Source: an optimization exercise on an open RTL-to-GDS flow (aim: a short achievable clock period). Production flows keep margins and buffers that such runs may drop. For this run, only the layout was checked, not whether the RTL still works. Power is estimated from default activity; no workload was simulated.

**design/flow/config.mk**
```make
export PLATFORM = sky130hd
export DESIGN_NAME = ajq_top
export DESIGN_NICKNAME = ajq_top
export VERILOG_FILES = /design/flow/design.v
export SDC_FILE = /design/flow/constraint.sdc
export NUM_CORES = 4
export LEC_CHECK = 0
export ABC_CLOCK_PERIOD_IN_PS = 1500
export CAP_MARGIN = 20
export CORE_MARGIN = 2
export CORE_UTILIZATION = 40
export SETUP_SLACK_MARGIN = 2.4
export SLEW_MARGIN = 20
export TNS_END_PERCENT = 100
```
**design/flow/design.v**
```verilog
module ajq_bq (
    input  wire        clk,
    input  wire [15:0] we0,
    input  wire [7:0]  wd0,
    input  wire [15:0] we1,
    input  wire [7:0]  wd1,
    input  wire [3:0]  ra0,
    output wire [7:0]  rd0,
    input  wire [3:0]  ra1,
    output wire [7:0]  rd1
);
    reg [127:0] buf_q;
    assign rd0 = buf_q[ra0*8 +: 8];
    assign rd1 = buf_q[ra1*8 +: 8];
    genvar g;
    generate
        for (g = 0; g < 16; g = g + 1) begin : ent
            always @(posedge clk) begin
                if (we0[g])      buf_q[g*8 +: 8] <= wd0;
                else if (we1[g]) buf_q[g*8 +: 8] <= wd1;
            end
        end
    endgenerate
endmodule
module ajq_top #(
    parameter N_RX = 16,
    parameter N_TX = 16
) (
    input  wire        clk,
    input  wire        rst,
    input  wire        drx_req_valid,
    input  wire [39:0] drx_req,
    output wire        drx_req_ready,
    output reg         drx_rsp_valid,
    output wire [33:0] drx_rsp,
    input  wire        dtx_req_valid,
    input  wire [39:0] dtx_req,
    output wire        dtx_req_ready,
    output reg         dtx_rsp_valid,
    output wire [33:0] dtx_rsp,
    input  wire        m_req_valid,
    input  wire [39:0] m_req,
    output wire        m_req_ready,
    output reg         m_rsp_valid,
    output reg  [33:0] m_rsp,
    output wire        rxq_empty,
    output wire        rxq_full,
    output wire        txq_empty,
    output wire        txq_full,
    output wire        tx_irq_en,
    output wire [31:0] pkt
);
    reg [15:0] rt_q;         
    reg        rxe_q;        
    reg        rxf_q;        
    reg [3:0]  rs_q;         
    reg [15:0] re_q;         
    reg [7:0]  rh_q;         
    reg [15:0] tt_q;
    reg        txe_q;
    reg        txf_q;
    reg [3:0]  ts_q;
    reg [15:0] te_q;
    reg        irq_q;
    reg [4:0]  pos_q;        
    reg [7:0]  f0_q, f1_q, f2_q, f3_q;
    reg [7:0]  fx_q;         
    reg [31:0] pkt_q;
    reg        rdy_q;        
    reg [3:0]  es_q;         
    reg [31:0] esh_q;        
    reg [1:0]  drx_rsp_q;    
    reg [1:0]  dtx_st_q;     
    reg [7:0]  dtx_d_q;
    assign drx_req_ready = 1'b1;
    assign dtx_req_ready = 1'b1;
    assign m_req_ready   = rdy_q;
    assign rxq_empty     = rxe_q;
    assign rxq_full      = rxf_q;
    assign txq_empty     = txe_q;
    assign txq_full      = txf_q;
    assign tx_irq_en     = irq_q;
    assign pkt           = pkt_q;
    assign drx_rsp       = {drx_rsp_q, 32'h0};
    assign dtx_rsp       = {dtx_st_q, 24'h0, dtx_d_q};
    wire [3:0] drx_op = drx_req[39:36];
    wire [7:0] drx_b  = drx_req[7:0];
    wire [3:0] dtx_op = dtx_req[39:36];
    wire [3:0] m_op   = m_req[39:36];
    wire       m_q    = m_req[35];
    wire [7:0] m_b    = m_req[7:0];
    wire m_acc    = m_req_valid && rdy_q && !rst;
    wire enc_step = !rdy_q && !rst;
    wire op_nop   = (m_op == 4'h0);
    wire op_qinit = (m_op == 4'h1);
    wire op_qpush = (m_op == 4'h2);
    wire op_qpop  = (m_op == 4'h3);
    wire op_tinit = (m_op == 4'h4);
    wire op_recv  = (m_op == 4'h7);
    wire op_send  = (m_op == 4'h8);
    wire op_finit = (m_op == 4'h9);
    wire op_feed  = (m_op == 4'hA);
    wire op_poll  = (m_op == 4'hB);
    wire op_enc   = (m_op == 4'hC);
    wire op_fp    = (m_op[3:1] == 3'b101);    
    wire op_bad   = (m_op == 4'h5) || (m_op == 4'h6) || (m_op[3:2] == 2'b11 && m_op[1:0] != 2'b00);
    wire rx_a      = drx_req_valid && !rst && (drx_op == 4'h5);
    wire rx_a_ok   = rx_a && !rt_q[15];
    wire rx_emp_a  = !rt_q[0] && !rx_a;               
    wire rx_full_a = rt_q[15] || (rx_a && rt_q[14]);  
    wire rx_b_init = m_acc && (op_tinit || (op_qinit && !m_q));
    wire rx_b_push = m_acc && op_qpush && !m_q;
    wire rx_b_pop  = m_acc && ((op_qpop && !m_q) || op_recv || op_poll);
    wire rx_push_ok = rx_b_push && !rx_full_a;
    wire rx_pop_ok  = rx_b_pop && !rx_emp_a;
    wire [7:0] rx_rd = rt_q[0] ? rh_q : drx_b;
    wire [7:0] rx_rd1;       
    wire [15:0] re_rot = {re_q[14:0], re_q[15]};
    wire [15:0] rx_we0 = rx_a_ok ? re_q : 16'h0;
    wire [15:0] rx_we1 = rx_push_ok ? (rx_a_ok ? re_rot : re_q) : 16'h0;
    wire [7:0]  rx_unused;
    ajq_bq u_rxq (
        .clk(clk),
        .we0(rx_we0), .wd0(drx_b),
        .we1(rx_we1), .wd1(m_b),
        .ra0(rs_q + 4'd1), .rd0(rx_rd1),
        .ra1(rs_q), .rd1(rx_unused)
    );
    always @(posedge clk) begin
        if (rst || rx_b_init) begin
            rt_q  <= 16'h0;
            rxe_q <= 1'b1;
            rxf_q <= 1'b0;
            rs_q  <= 4'd0;
            re_q  <= 16'h1;
        end else begin
            if (rx_a_ok && rx_push_ok) begin
                rt_q  <= {rt_q[13:0], 2'b11};
                rxe_q <= 1'b0;
                rxf_q <= rt_q[13];
            end else if (rx_a_ok ? !rx_pop_ok : rx_push_ok) begin
                rt_q  <= {rt_q[14:0], 1'b1};
                rxe_q <= 1'b0;
                rxf_q <= rt_q[14];
            end else if (!rx_a_ok && rx_pop_ok) begin
                rt_q  <= {1'b0, rt_q[15:1]};
                rxe_q <= !rt_q[1];
                rxf_q <= 1'b0;
            end
            if (rx_pop_ok)
                rs_q <= rs_q + 4'd1;
            if (rx_a_ok && rx_push_ok)
                re_q <= {re_q[13:0], re_q[15:14]};
            else if (rx_a_ok || rx_push_ok)
                re_q <= re_rot;
        end
    end
    always @(posedge clk) begin
        if (!rt_q[0])
            rh_q <= rx_a ? drx_b : m_b;
        else if (rx_pop_ok)
            rh_q <= rt_q[1] ? rx_rd1 : drx_b;
    end
    wire tx_a      = dtx_req_valid && !rst && (dtx_op == 4'h6) && irq_q;
    wire tx_a_ok   = tx_a && tt_q[0];
    wire tx_emp_a  = !tt_q[0] || (tx_a && !tt_q[1]);
    wire tx_full_a = tt_q[15] && !tx_a;
    wire tx_b_init = m_acc && (op_tinit || (op_qinit && m_q));
    wire tx_b_send = (m_acc && (op_send || op_enc)) || enc_step;   
    wire tx_b_push = tx_b_send || (m_acc && op_qpush && m_q);
    wire tx_b_pop  = m_acc && op_qpop && m_q;
    wire tx_push_ok = tx_b_push && !tx_full_a;
    wire tx_pop_ok  = tx_b_pop && !tx_emp_a;
    wire tx_send_ok = tx_b_send && !tx_full_a;
    wire [7:0] tx_wd = !rdy_q   ? esh_q[7:0] :
                       m_op[2]  ? m_req[31:24] : m_b;
    wire [7:0] tx_rd0, tx_rd1;
    wire [7:0] tx_rd_b = tx_a_ok ? tx_rd1 : tx_rd0;
    ajq_bq u_txq (
        .clk(clk),
        .we0(tx_push_ok ? te_q : 16'h0), .wd0(tx_wd),
        .we1(16'h0), .wd1(8'h00),
        .ra0(ts_q), .rd0(tx_rd0),
        .ra1(ts_q + 4'd1), .rd1(tx_rd1)
    );
    always @(posedge clk) begin
        if (rst || tx_b_init) begin
            tt_q  <= 16'h0;
            txe_q <= 1'b1;
            txf_q <= 1'b0;
            ts_q  <= 4'd0;
            te_q  <= 16'h1;
        end else begin
            if (tx_a_ok && tx_pop_ok) begin
                tt_q  <= {2'b00, tt_q[15:2]};
                txe_q <= !tt_q[2];
                txf_q <= 1'b0;
            end else if (tx_push_ok ? !tx_a_ok : 1'b0) begin
                tt_q  <= {tt_q[14:0], 1'b1};
                txe_q <= 1'b0;
                txf_q <= tt_q[14];
            end else if (tx_push_ok ? 1'b0 : (tx_a_ok || tx_pop_ok)) begin
                tt_q  <= {1'b0, tt_q[15:1]};
                txe_q <= !tt_q[1];
                txf_q <= 1'b0;
            end
            if (tx_a_ok && tx_pop_ok)
                ts_q <= ts_q + 4'd2;
            else if (tx_a_ok || tx_pop_ok)
                ts_q <= ts_q + 4'd1;
            if (tx_push_ok)
                te_q <= {te_q[14:0], te_q[15]};
        end
    end
    always @(posedge clk) begin
        if (rst || (m_acc && op_tinit))
            irq_q <= 1'b0;
        else if (tx_send_ok)
            irq_q <= 1'b1;
        else if (tx_a && !tt_q[0])
            irq_q <= 1'b0;
    end
    wire [7:0] feed_b  = m_op[0] ? rx_rd : m_b;
    wire       feed_go = m_acc && (op_feed || (op_poll && !rx_emp_a));
    wire       eq_m    = (m_b == fx_q);
    wire       eq_drx  = (drx_b == fx_q);
    wire       eq_head = (rh_q == fx_q);
    wire       match_u = pos_q[4] && (m_op[0] ? (rt_q[0] ? eq_head : (rx_a && eq_drx)) : eq_m);
    wire       match   = m_acc && op_fp && match_u;
    always @(posedge clk) begin
        if (rst || (m_acc && op_finit)) begin
            pos_q <= 5'b00001;
        end else if (feed_go) begin
            if (pos_q[4]) begin
                f0_q  <= f1_q;
                f1_q  <= f2_q;
                f2_q  <= f3_q;
                f3_q  <= feed_b;
                fx_q  <= fx_q ^ f0_q ^ feed_b;
                if (match_u)
                    pos_q <= 5'b00001;
            end else begin
                if (pos_q[0]) f0_q <= feed_b;
                if (pos_q[1]) f1_q <= feed_b;
                if (pos_q[2]) f2_q <= feed_b;
                if (pos_q[3]) f3_q <= feed_b;
                fx_q  <= (pos_q[0] ? 8'h00 : fx_q) ^ feed_b;
                pos_q <= {pos_q[3:0], 1'b0};
            end
        end
    end
    always @(posedge clk) begin
        if (match)
            pkt_q <= {f0_q, f1_q, f2_q, f3_q};
    end
    wire [7:0] enc_c  = m_req[31:24];
    wire [7:0] enc_p1 = m_req[23:16];
    wire [7:0] enc_p2 = m_req[15:8];
    wire [7:0] enc_p3 = m_req[7:0];
    always @(posedge clk) begin
        if (rst)
            rdy_q <= 1'b1;
        else if (!rdy_q)
            rdy_q <= tx_full_a || es_q[3];
        else
            rdy_q <= !(m_acc && op_enc && !tx_full_a);
    end
    always @(posedge clk) begin
        if (!rdy_q) begin
            es_q  <= {es_q[2:0], 1'b0};
            esh_q <= {8'h00, esh_q[31:8]};
        end else begin
            es_q  <= 4'b0001;
            esh_q <= {enc_c ^ enc_p1 ^ enc_p2 ^ enc_p3, enc_p3, enc_p2, enc_p1};
        end
    end
    always @(posedge clk) begin
        if (rst) begin
            drx_rsp_valid <= 1'b0;
            dtx_rsp_valid <= 1'b0;
            m_rsp_valid   <= 1'b0;
        end else begin
            drx_rsp_valid <= drx_req_valid;
            dtx_rsp_valid <= dtx_req_valid;
            if (!rdy_q)
                m_rsp_valid <= tx_full_a || es_q[3];
            else
                m_rsp_valid <= m_req_valid && !(op_enc && !tx_full_a);
        end
    end
    always @(posedge clk) begin
        if (drx_op == 4'h0)      drx_rsp_q <= 2'b01;
        else if (drx_op == 4'h5) drx_rsp_q <= {1'b0, !rt_q[15]};
        else                     drx_rsp_q <= 2'b10;
        if (dtx_op == 4'h0) begin
            dtx_st_q <= 2'b01;
            dtx_d_q  <= 8'h00;
        end else if (dtx_op == 4'h6 && irq_q) begin
            dtx_st_q <= {1'b0, tt_q[0]};
            dtx_d_q  <= tx_rd0;
        end else begin
            dtx_st_q <= 2'b10;
            dtx_d_q  <= 8'h00;
        end
    end
    always @(posedge clk) begin
        if (!rdy_q) begin
            m_rsp <= {1'b0, !tx_full_a, 32'h0};
        end else begin
            m_rsp[33] <= op_bad;
            m_rsp[32] <= op_nop || op_tinit || op_finit || op_qinit ||
                         (op_qpush && (m_q ? !tx_full_a : !rx_full_a)) ||
                         ((op_send || op_enc) && !tx_full_a) ||
                         (op_qpop && (m_q ? !tx_emp_a : !rx_emp_a)) ||
                         (op_recv && !rx_emp_a) ||
                         (op_fp && match_u);
            m_rsp[31:8] <= (op_fp && match_u) ? {f0_q, f1_q, f2_q} : 24'h0;
            m_rsp[7:0]  <= (op_qpop && m_q)         ? tx_rd_b :
                           (op_qpop || op_recv)     ? rx_rd :
                           (op_fp && match_u)       ? f3_q : 8'h00;
        end
    end
endmodule
```
**design/flow/run.sh**
```bash
#!/bin/bash
# synth_recipe.tcl (not shown) runs the flow's synth.tcl, then flattens the netlist and writes it again
# the make line also repeats each setting of config.mk as NAME=value (left out here)
make -C /OpenROAD-flow-scripts/flow DESIGN_CONFIG=/design/flow/config.mk WORK_HOME=/design/flow/orfs CLKGATE_MAP_FILE= SYNTH_SCRIPT=/design/flow/synth_recipe.tcl finish
```
**design/flow/constraint.sdc**
```tcl
create_clock -name core_clock -period 4.0 [get_ports {clk}]
set_input_delay 0.8000 -clock core_clock [delete_from_list [all_inputs] [get_ports {clk}]]
set_output_delay 0.8000 -clock core_clock [all_outputs]
set_load 0.01 [all_outputs]
```
==> results.txt <==
power by group through the flow:
| stage | Sequential [W] | Clock, W | Combinational, W |
|---|---|---|---|
| after CTS | 0.00563 | 0.00503 | 0.000735 |
| after global routing | 0.00563 | 0.00525 | 0.000883 |
| final | 0.00563 | 0.00495 | 0.000835 |
| after global placement | 0.00574 | 0 | 0.000623 |
| after detailed placement | 0.00574 | 0 | 0.000636 |
| after floorplan | 0.00573 | 0 | 0.000462 |
cells in the mapped netlist, drive strengths merged, types with 5 or more instances:
library cell,number
a211oi,12
a21o,28
a21oi,63
a221oi,33
a222oi,15
a22o,24
a22oi,20
and2,47
buf,101
clkbuf,92
dfxtp,166
edfxtp,336
ha,6
inv,49
mux2,153
mux2i,38
mux4,112
nand2,108
nand2b,5
nand3,9
nand4,8
nor2,86
nor2b,14
nor3,15
nor4,8
o211ai,11
o21ai,20
o221ai,11
o22ai,7
xnor2,36
xor2,36
sequential cells by signal, summed over array words and instances (netlist names), 2 cells and up:
signal       flops
drx_rsp_q        2
m_rsp           34
re_q            16
pkt_q           32
dtx_d_q          8
te_q            16
f0_q             8
f3_q             8
u_txq.buf_q    128
u_rxq.buf_q    128
tt_q            16
esh_q           32
rs_q             4
rt_q            16
pos_q            5
es_q             4
f1_q             8
rh_q             8
ts_q             4
fx_q             8
f2_q             8
dtx_st_q         2
how the worst min path moves through the flow:
| stage | end | slack (ns) |
|---|---|---|
| 2_1_floorplan | es_q[0]$_DFF_P_ | 0.39 |
| 3_3_place_gp | es_q[1]$_SDFF_PP0_ | 0.43 |
| 3_5_place_dp | es_q[1]$_SDFF_PP0_ | 0.42 |
| 4_1_cts | drx_rsp_valid$_SDFF_PP0_ | 0.39 |
| 5_1_grt | drx_rsp_valid$_SDFF_PP0_ | 0.40 |
| 6_report | drx_rsp_valid$_SDFF_PP0_ | 0.41 |
layer usage:
layer	wire (um)	part of all wire (%)	track usage, %
met2	35000	49	37.4
met3	4680	6.5	3.92
met5	0	0	0
met1	29800	41	30.4
met4	2460	3.4	8.04
through the flow:
step / power, W / util (%) / std cells / hold slack (ns) / area, um^2
6_report: 0.0114 / 56.9 / 2876 / 0.411 / 33000
5_1_grt: 0.0118 / 56.9 / 2875 / 0.402 / 32900
4_1_cts: 0.0114 / 53.5 / 2783 / 0.388 / 31000
3_5_place_dp: 0.00638 / 45.9 / 2535 / 0.425 / 26600
3_3_place_gp: 0.00636 / 45.9 / 2535 / 0.429 / 26600
2_1_floorplan: 0.00620 / - / 1766 / 0.390 / 25300
area by class of cell:
cell class	instances	area, um^2
inverters	49	389
multi-input cells	1031	11500
clock inverters	20	205
flip-flops and latches	502	13500
clock buffers	81	1510
diodes	1	2.50
repair inverters	1	11.3
fillers	4481	25000
well taps	765	957
repair buffers	426	4900
cell families after synthesis:
family,count (synthesis)
flops,502
simple gates,315
mux,303
compound gates,268
buf+inv,242
xor+xnor,72
fa+ha+maj,6
other cells,2
timing repair:
| action | CTS | global route |
|---|---|---|
| resized for setup | 709 | 261 |
| setup buffers | 119 | 84 |
| hold endpoints to repair | 0 | 0 |
| cloned | 28 | 8 |
| endpoints found under the setup margin | 858 | 804 |
| pin swaps | 72 | 94 |
==> summary.md <==
| Metric | Value |
|---|---|
| Status | `complete, no violations` |
| Worst Setup Path Type | `flip-flop to flip-flop` |
| Initial Util | `40.5%` |
| Synth top area cells | `edfxtp_1, dfxtp_1, mux4_2, mux2_2, buf_4` |
| DR vias | `16,300` |
| Critical path startpoint category | `flip-flop` |
| Worst-Margin Slew | `around 0.73 ns` |
| Min-delay src | `rst` |
| Initial antenna violation count | `2` |
| Final #Nets | `between 2,000 and 2,500` |
| Worst skew pair latency | `a little over 0.6 ns` |
| Worst VDD drop | `around 0.32 mV` |
| Clock power frac | `43.4%` |
| Area of the core | `approximately 58,000 um^2` |
| Crit share post-route | `between 60 and 70%` |
| Post-layout min period | `roughly 2.5 ns` |
| Sink Count | `502` |
| Max-cap violations | `0` |
| Post-synthesis mux area share | `between 10% and 20%` |
| Layout cells sized above 1 | `51.6%` |
| Avg WL per Cell | `25.0 um` |
| Post-detail-place hpwl | `about 42 mm` |
| Main combinational cell family by area after synthesis | `multiplexers` |
| Die X | `246 um` |
| GRT Residual Overflow | `0` |
| CP endpoint kind | `flip-flop` |
| First-pass GRT wire length | `approximately 100 mm` |
| Post-Place Worst Slack | `0.443 ns` |
| Delay-heaviest family, CP | `multiplexers` |
| Ys flop type | `edfxtp_1` |
| CTS tree | `built` |
| Final WS setup | `between 1.5 and 2 ns` |
| Pint | `0.00885 W` |
| Largest net degree at the start of global routing | `40` |
| Sw Share | `approximately 23%` |
| Setup TNS | `0 ns` |
| Sequential power share | `49.3%` |
| Num CTS Buffers | `55` |
| Post-Syn Area per Cell | `13.7 um^2` |
| Crit-path cells | `ha_4, buf_6, mux4_2, mux4_2, o211ai_1, a311oi_2` |
| DIE HEIGHT | `roughly 250 um` |
| RSZ-0062 raised after global routing | `true` |
| Post-Synthesis Cell Area | `23,500 um^2` |
| # IOs | `270` |
| Post-synth top area cell | `edfxtp_1` |
| Setup violations, final | `0` |
| Most used cell along the critical path | `mux4_2` |
| PwrDens | `347 nW/um^2` |
| Area Overhead vs Synth | `40.3%` |
| Critical Path RT | `4.46 ns` |
| Std cell rows | `between 80 and 90` |
| Worst stage delay on the critical path | `0.51 ns` |
| Worst clock skew | `0.0290 ns` |
| GRT Resource Usage Total | `a little under a quarter` |
| CTS Hold Buffers Added | `0` |
| Compound-Gate Fraction of Synth Area | `approximately 8.4%` |
| Yosys Warn Count | `2` |
| Worst reg-to-reg path cell count | `6` |
| Port bufs | `between 100 and 150` |
| Commonest non-fill, non-tap cells in the layout | `edfxtp_1, mux2_2, dfxtp_1` |
| Clock Path Buffers | `3` |
| Relative slew slack | `51.0%` |
| Min-Delay Path Depth | `2` |
| Most common cell after layout, fill and taps aside | `edfxtp_1` |
| Worst path depth | `6` |
| Number of synthesized flops with an enable pin | `336` |
| Post-Synth XOR/XNOR Area | `2.72%` |
| # DRC | `0` |
| H-tree depth | `2` |
| Worst-path fanout max | `4` |
| NetSw | `0.00257 W` |
| R2r setup slk | `1.55 ns` |
| Simple-Gate Fraction of Synth Area | `under 10%` |
| Reg2Reg Launch Point | `ts_q[1]$_SDFFE_PP0P_` |
| Worst r2r dst | `m_rsp[7]$_SDFF_PN0_` |
| Worst Path Buf+Inv | `1` |
| Root buffer cell | `clkbuf_16` |
| GP Congestion | `0.835` |
| Adder-Cell Fraction of Synth Area | `less than 1%` |
| Worst Hold Class | `primary input to flip-flop` |
| Register area share after synthesis | `a little under three fifths` |
| Syn Inst Count | `1,710` |
| Synth top area share | `43.0%` |
| Initial DRC count | `between 1,000 and 1,500` |
| #FFs+latches synth | `roughly 500` |
| First drt pass iteration count | `7` |
| Hold Violations, Final | `0` |
| Cell variety after synth | `75` |
| Vias per inst | `roughly 5.7` |
| P_leak | `~12 nW` |
| Final WL | `71.9 mm` |
| Slowest-stage cell, CP | `mux4_2` |
| Fmax | `408 MHz` |
| Final ANT Viol Nets | `0` |
| Async set-or-reset flop fraction in the synthesized netlist | `0%` |
| Via count of the first global-routing pass | `around 16,000` |
| Worst-path clk slew | `about 0.06 ns` |
| Crit path to | `m_rsp[7]$_SDFF_PN0_` |
| Die area | `between 60,000 and 70,000 um^2` |
| Worst setup startpoint | `ts_q[1]$_SDFFE_PP0P_` |
| Arrival @ worst endpoint | `just under 3 ns` |
| Slew Limit Fails | `0` |
| Gate power share | `under 10%` |

[what the ideal ports hide]
The results above use ideal ports. As a check the final layout listed here was re-extracted and re-timed, cells and wires unchanged. Step 1 assumes that a clkbuf_16 drives the clock port and a buf_2 every other input. Step 2, shift: input delay + t, output delay - t, t = (earliest + latest rising clock arrival at the registers) / 2. This alone moves slack from input paths to output paths. Slacks: ideal / step 1 / step 2; pairs: ideal / step 1.
shift t [ns]: 0.655
slack for setup (ns): 1.548 / 1.548 / 0.964
worst setup path after step 2: input to register
clock arrival spread, ns: 0.029 / 0.029
After both steps this run still meets setup and hold. For this run, drivers alone change the setup slack by 0.000 ns; drivers and shift together by -0.584 ns.
